This design comes from an exercise in tuning for small area, a short achievable clock period and few clock cycles on the open sky130 flow, not from production work. In this exercise RTL edits were held to simulation tests only and were not proved equivalent to the original.

==> try-amber <==
## pcx2sms_core
module pcx2sms_core (
    input  wire         clk,
    input  wire         rst,
    input  wire         host_we,
    input  wire [3:0]   host_addr,
    input  wire [31:0]  host_wdata,
    output reg  [31:0]  host_rdata,
    input  wire [1:0]   buf_sel,
    input  wire [6:0]   buf_idx,
    output reg  [7:0]   buf_rdata,
    output wire         sr_req,
    input  wire         sr_ack,
    input  wire         sr_err,
    input  wire [4:0]   sr_n,
    input  wire [127:0] sr_data
);
make LEC_CHECK=0 CAP_MARGIN=20 CORE_MARGIN=2 CORE_UTILIZATION=40 SLEW_MARGIN=20 finish   # period 8.0 ns
run.sh (not shown) runs the stock make flow with config.mk's settings and CLKGATE_MAP_FILE= SYNTH_SCRIPT=/design/flow/synth_recipe.tcl, a recipe that flattens the netlist after the stock synthesis.
==> try-nickel (differences from try-amber) <==
--- a/flow/design.v
+++ b/flow/design.v
@@ -238,16 +238,21 @@
     end
     wire        refill   = tk && s_refill;
     wire        split    = tk && s_split;
     wire        any_code = tk && s_any;
     wire        overrun  = tk && s_overrun;
     wire        row_end  = tk && s_row_end;
     wire [NC-1:0]   em   = {NC{tk}} & s_em;
-    assign sr_req = (busy && rd_pend) || start_rd;
-    wire        ans      = busy && rd_pend && sr_ack;        
+    wire        pre      = busy && need && !rd_pend && !copy && !ovr_pend &&
+                           ((w_avail == 5'd1) ||
+                            (w_avail == 5'd2 && !pend_mk && vb[7:6] == 2'b11));
+    assign sr_req = (busy && (rd_pend || pre)) || start_rd;
+    wire        ans_w    = pre && sr_ack;                    
+    wire        ans_s    = busy && rd_pend && sr_ack;        
+    wire        ans      = ans_w || ans_s;
     wire        ans_err  = ans && sr_err;
     wire        cp_step  = busy && need && copy;
     wire [3:0]  scan_lo  = scan[{sl_cursor[4:0], 3'b000} +: 4];
     wire        cp_end   = (sl_cursor + 6'd1 == w6);
     wire        r_end    = row_end || (cp_step && cp_end);
     wire        fin      = (any_code && decode) ||
                            (row_end && (mode == MD_FILL || row == 3'd7));
@@ -264,15 +269,15 @@
                 t_lo   = {1'b0, in_offset[2:0]} + j[3:0];
                 off_lo = t_lo;
                 cur_k  = (rd_pend ? 5'd0 : in_cursor) + j[4:0];
                 avl_k  = (rd_pend ? sr_n : w_avail) - j[4:0];
             end
     end
     wire [31:0] off_next = {off_lo[3] ? off_hi1 : in_offset[31:3], off_lo[2:0]};
-    wire        pend_nx  = rd_pend ? (!sr_ack || refill) : refill;
+    wire        pend_nx  = rd_pend ? (!sr_ack || refill) : (refill && !ans_w);
     reg  [31:0] wmask;
     reg  [7:0]  pval [0:31];
     reg         lt_prev, lt_cur;
     integer x, r, p, i;
     always @(*)
         for (x = 0; x < 32; x = x + 1) begin
             wmask[x] = 1'b0; pval[x] = 8'd0;
@@ -404,30 +409,41 @@
                         default: ;   
                     endcase
                 end
             end
             if (busy) begin
                 if (refill)
                     refill_count <= refill_count + 32'd1;
-                if (ans_err) begin
+                if (ans_err && rd_pend) begin
                     err_code   <= E_IO;
                     state      <= ST_ERROR;
                     rd_pend    <= 1'b0;
                     err_offset <= in_offset;
                     run_value  <= sh_value;
                     run_length <= sh_length;
                     sl_cursor  <= sh_cursor;
                     sl_left    <= sh_left;
+                end else if (ans_err) begin
+                    err_code   <= E_IO;
+                    state      <= ST_ERROR;
+                    err_offset <= off_next;
+                    in_offset  <= off_next;
+                    in_cursor  <= in_filled;
+                    w_avail    <= 5'd0;
                 end else begin
                     if (ans) begin
                         win       <= sr_data;
                         in_filled <= sr_n;
                         eos       <= (sr_n == 5'd0);
                     end
-                    if (ans) begin
+                    if (ans_w) begin
+                        in_cursor <= 5'd0;
+                        w_avail   <= sr_n;
+                        cur_oh    <= 16'd1;
+                    end else if (ans) begin
                         in_cursor <= cur_k;
                         w_avail   <= avl_k;
                         cur_oh    <= {{(15-NB){1'b0}}, kpos};
                     end else if (k != 5'd0) begin
                         in_cursor <= cur_k;
                         w_avail   <= avl_k;
                         cur_oh    <= cur_sh;
Settings changed: CAP_MARGIN 20 to 40, SETUP_SLACK_MARGIN set to 2.5, SLEW_MARGIN 20 to 40.
==> try-onyx (differences from try-amber) <==
--- a/flow/design.v
+++ b/flow/design.v
@@ -136,15 +136,15 @@
     output reg  [7:0]   buf_rdata,
     output wire         sr_req,
     input  wire         sr_ack,
     input  wire         sr_err,
     input  wire [4:0]   sr_n,
     input  wire [127:0] sr_data
 );
-    localparam NC = 2;           
+    localparam NC = 3;           
     localparam NB = 2 * NC;      
     localparam ST_IDLE = 2'd0, ST_READY = 2'd1, ST_BUSY = 2'd2, ST_ERROR = 2'd3;
     localparam C_NOP = 4'd0, C_START = 4'd1, C_PACK = 4'd2, C_DECODE = 4'd3, C_FILL = 4'd4;
     localparam E_TRUNC = 4'd1, E_OVERRUN = 4'd2, E_DIM = 4'd3, E_IO = 4'd4,
                E_SEQ = 4'd5, E_ILLEGAL = 4'd6;
     localparam MD_DECODE = 2'd0, MD_FILL = 2'd1, MD_PACK = 2'd2;
     reg  [1:0]  state;
@@ -238,41 +238,47 @@
     end
     wire        refill   = tk && s_refill;
     wire        split    = tk && s_split;
     wire        any_code = tk && s_any;
     wire        overrun  = tk && s_overrun;
     wire        row_end  = tk && s_row_end;
     wire [NC-1:0]   em   = {NC{tk}} & s_em;
-    assign sr_req = (busy && rd_pend) || start_rd;
-    wire        ans      = busy && rd_pend && sr_ack;        
+    wire        pre      = busy && need && !rd_pend && !copy && !ovr_pend &&
+                           ((w_avail == 5'd1) ||
+                            (w_avail == 5'd2 && !pend_mk && vb[7:6] == 2'b11));
+    assign sr_req = (busy && (rd_pend || pre)) || start_rd;
+    wire        ans_w    = pre && sr_ack;                    
+    wire        ans_s    = busy && rd_pend && sr_ack;        
+    wire        ans      = ans_w || ans_s;
     wire        ans_err  = ans && sr_err;
     wire        cp_step  = busy && need && copy;
     wire [3:0]  scan_lo  = scan[{sl_cursor[4:0], 3'b000} +: 4];
     wire        cp_end   = (sl_cursor + 6'd1 == w6);
     wire        r_end    = row_end || (cp_step && cp_end);
     wire        fin      = (any_code && decode) ||
                            (row_end && (mode == MD_FILL || row == 3'd7));
     wire [28:0] off_hi1  = in_offset[31:3] + 29'd1;
     reg  [3:0]  off_lo;
     reg  [4:0]  cur_k, avl_k;
     reg  [3:0]  t_lo;
     always @(*) begin
         off_lo = {1'b0, in_offset[2:0]};
+        t_lo   = 4'd0;
         cur_k  = rd_pend ? 5'd0 : in_cursor;
         avl_k  = rd_pend ? sr_n : w_avail;
         for (j = 1; j <= NB; j = j + 1)
             if (tk && kpos[j]) begin
                 t_lo   = {1'b0, in_offset[2:0]} + j[3:0];
                 off_lo = t_lo;
                 cur_k  = (rd_pend ? 5'd0 : in_cursor) + j[4:0];
                 avl_k  = (rd_pend ? sr_n : w_avail) - j[4:0];
             end
     end
     wire [31:0] off_next = {off_lo[3] ? off_hi1 : in_offset[31:3], off_lo[2:0]};
-    wire        pend_nx  = rd_pend ? (!sr_ack || refill) : refill;
+    wire        pend_nx  = rd_pend ? (!sr_ack || refill) : (refill && !ans_w);
     reg  [31:0] wmask;
     reg  [7:0]  pval [0:31];
     reg         lt_prev, lt_cur;
     integer x, r, p, i;
     always @(*)
         for (x = 0; x < 32; x = x + 1) begin
             wmask[x] = 1'b0; pval[x] = 8'd0;
@@ -404,30 +410,41 @@
                         default: ;   
                     endcase
                 end
             end
             if (busy) begin
                 if (refill)
                     refill_count <= refill_count + 32'd1;
-                if (ans_err) begin
+                if (ans_err && rd_pend) begin
                     err_code   <= E_IO;
                     state      <= ST_ERROR;
                     rd_pend    <= 1'b0;
                     err_offset <= in_offset;
                     run_value  <= sh_value;
                     run_length <= sh_length;
                     sl_cursor  <= sh_cursor;
                     sl_left    <= sh_left;
+                end else if (ans_err) begin
+                    err_code   <= E_IO;
+                    state      <= ST_ERROR;
+                    err_offset <= off_next;
+                    in_offset  <= off_next;
+                    in_cursor  <= in_filled;
+                    w_avail    <= 5'd0;
                 end else begin
                     if (ans) begin
                         win       <= sr_data;
                         in_filled <= sr_n;
                         eos       <= (sr_n == 5'd0);
                     end
-                    if (ans) begin
+                    if (ans_w) begin
+                        in_cursor <= 5'd0;
+                        w_avail   <= sr_n;
+                        cur_oh    <= 16'd1;
+                    end else if (ans) begin
                         in_cursor <= cur_k;
                         w_avail   <= avl_k;
                         cur_oh    <= {{(15-NB){1'b0}}, kpos};
                     end else if (k != 5'd0) begin
                         in_cursor <= cur_k;
                         w_avail   <= avl_k;
                         cur_oh    <= cur_sh;
Settings changed: CAP_MARGIN 20 to 40, SETUP_SLACK_MARGIN set to 1.5, SLEW_MARGIN 20 to 40.
==> comparison <==
In try-nickel the non-clock buffer count is lower than in try-onyx, by 467.
Between try-onyx and try-amber, the lower global-route usage is in try-amber (gap 4.0 points).
The lowest via count belongs to try-amber, the highest to try-onyx.
Sequential cell count is the same in try-onyx and try-amber.
First-iteration DRC count, highest first: try-onyx, try-nickel, try-amber.
Clock-buffer cell count, lowest first: try-amber, try-onyx, try-nickel.
Cell count: try-nickel is lower than try-onyx (14%).
Setup slack: try-onyx is lower than try-nickel (830 ps).
Fmax: try-amber < try-onyx < try-nickel.
Clock skew: try-amber < try-nickel < try-onyx.
Testbench counts of try-amber, summed over its fixed seeds: cycles 6,380.
Testbench counts of try-nickel, summed over its fixed seeds: cycles 6,007.
Testbench counts of try-onyx, summed over its fixed seeds: cycles 4,796.

afterwards: timing with drivers on the ports:
No port has a modelled driver above. Below, the same layouts with a new extraction and two added sets of constraints. Step 1: set_driving_cell puts a clkbuf_16 on clk and a buf_2 on each other input, an assumption about the parent block. Step 2, shift: input delay + t, output delay - t, t = (earliest + latest rising clock arrival at the registers) / 2. This alone moves slack from input paths to output paths. a / b / c = ideal ports / drivers / drivers and shift; a / b = the first two.
run | t, ns | setup slack, ns | hold WS [ns] | clock arrival spread, ns | slew at the worst register clock pin (ns)
try-amber | 0.934 | 0.523 / 0.523 / 0.044 | 0.459 / 0.459 / 0.459 | 0.073 / 0.072 | 0.07 / 0.07
try-nickel | 0.946 | 2.037 / 1.671 / 1.422 | 0.457 / 0.457 / 0.457 | 0.098 / 0.098 | 0.07 / 0.07
try-onyx | 0.962 | 1.205 / 1.164 / 0.303 | 0.456 / 0.456 / 0.456 | 0.124 / 0.124 | 0.07 / 0.07
After both steps setup and hold are still met in every run listed. For try-onyx, which loses most, drivers alone change the setup slack by -0.041 ns; drivers and shift together by -0.902 ns.
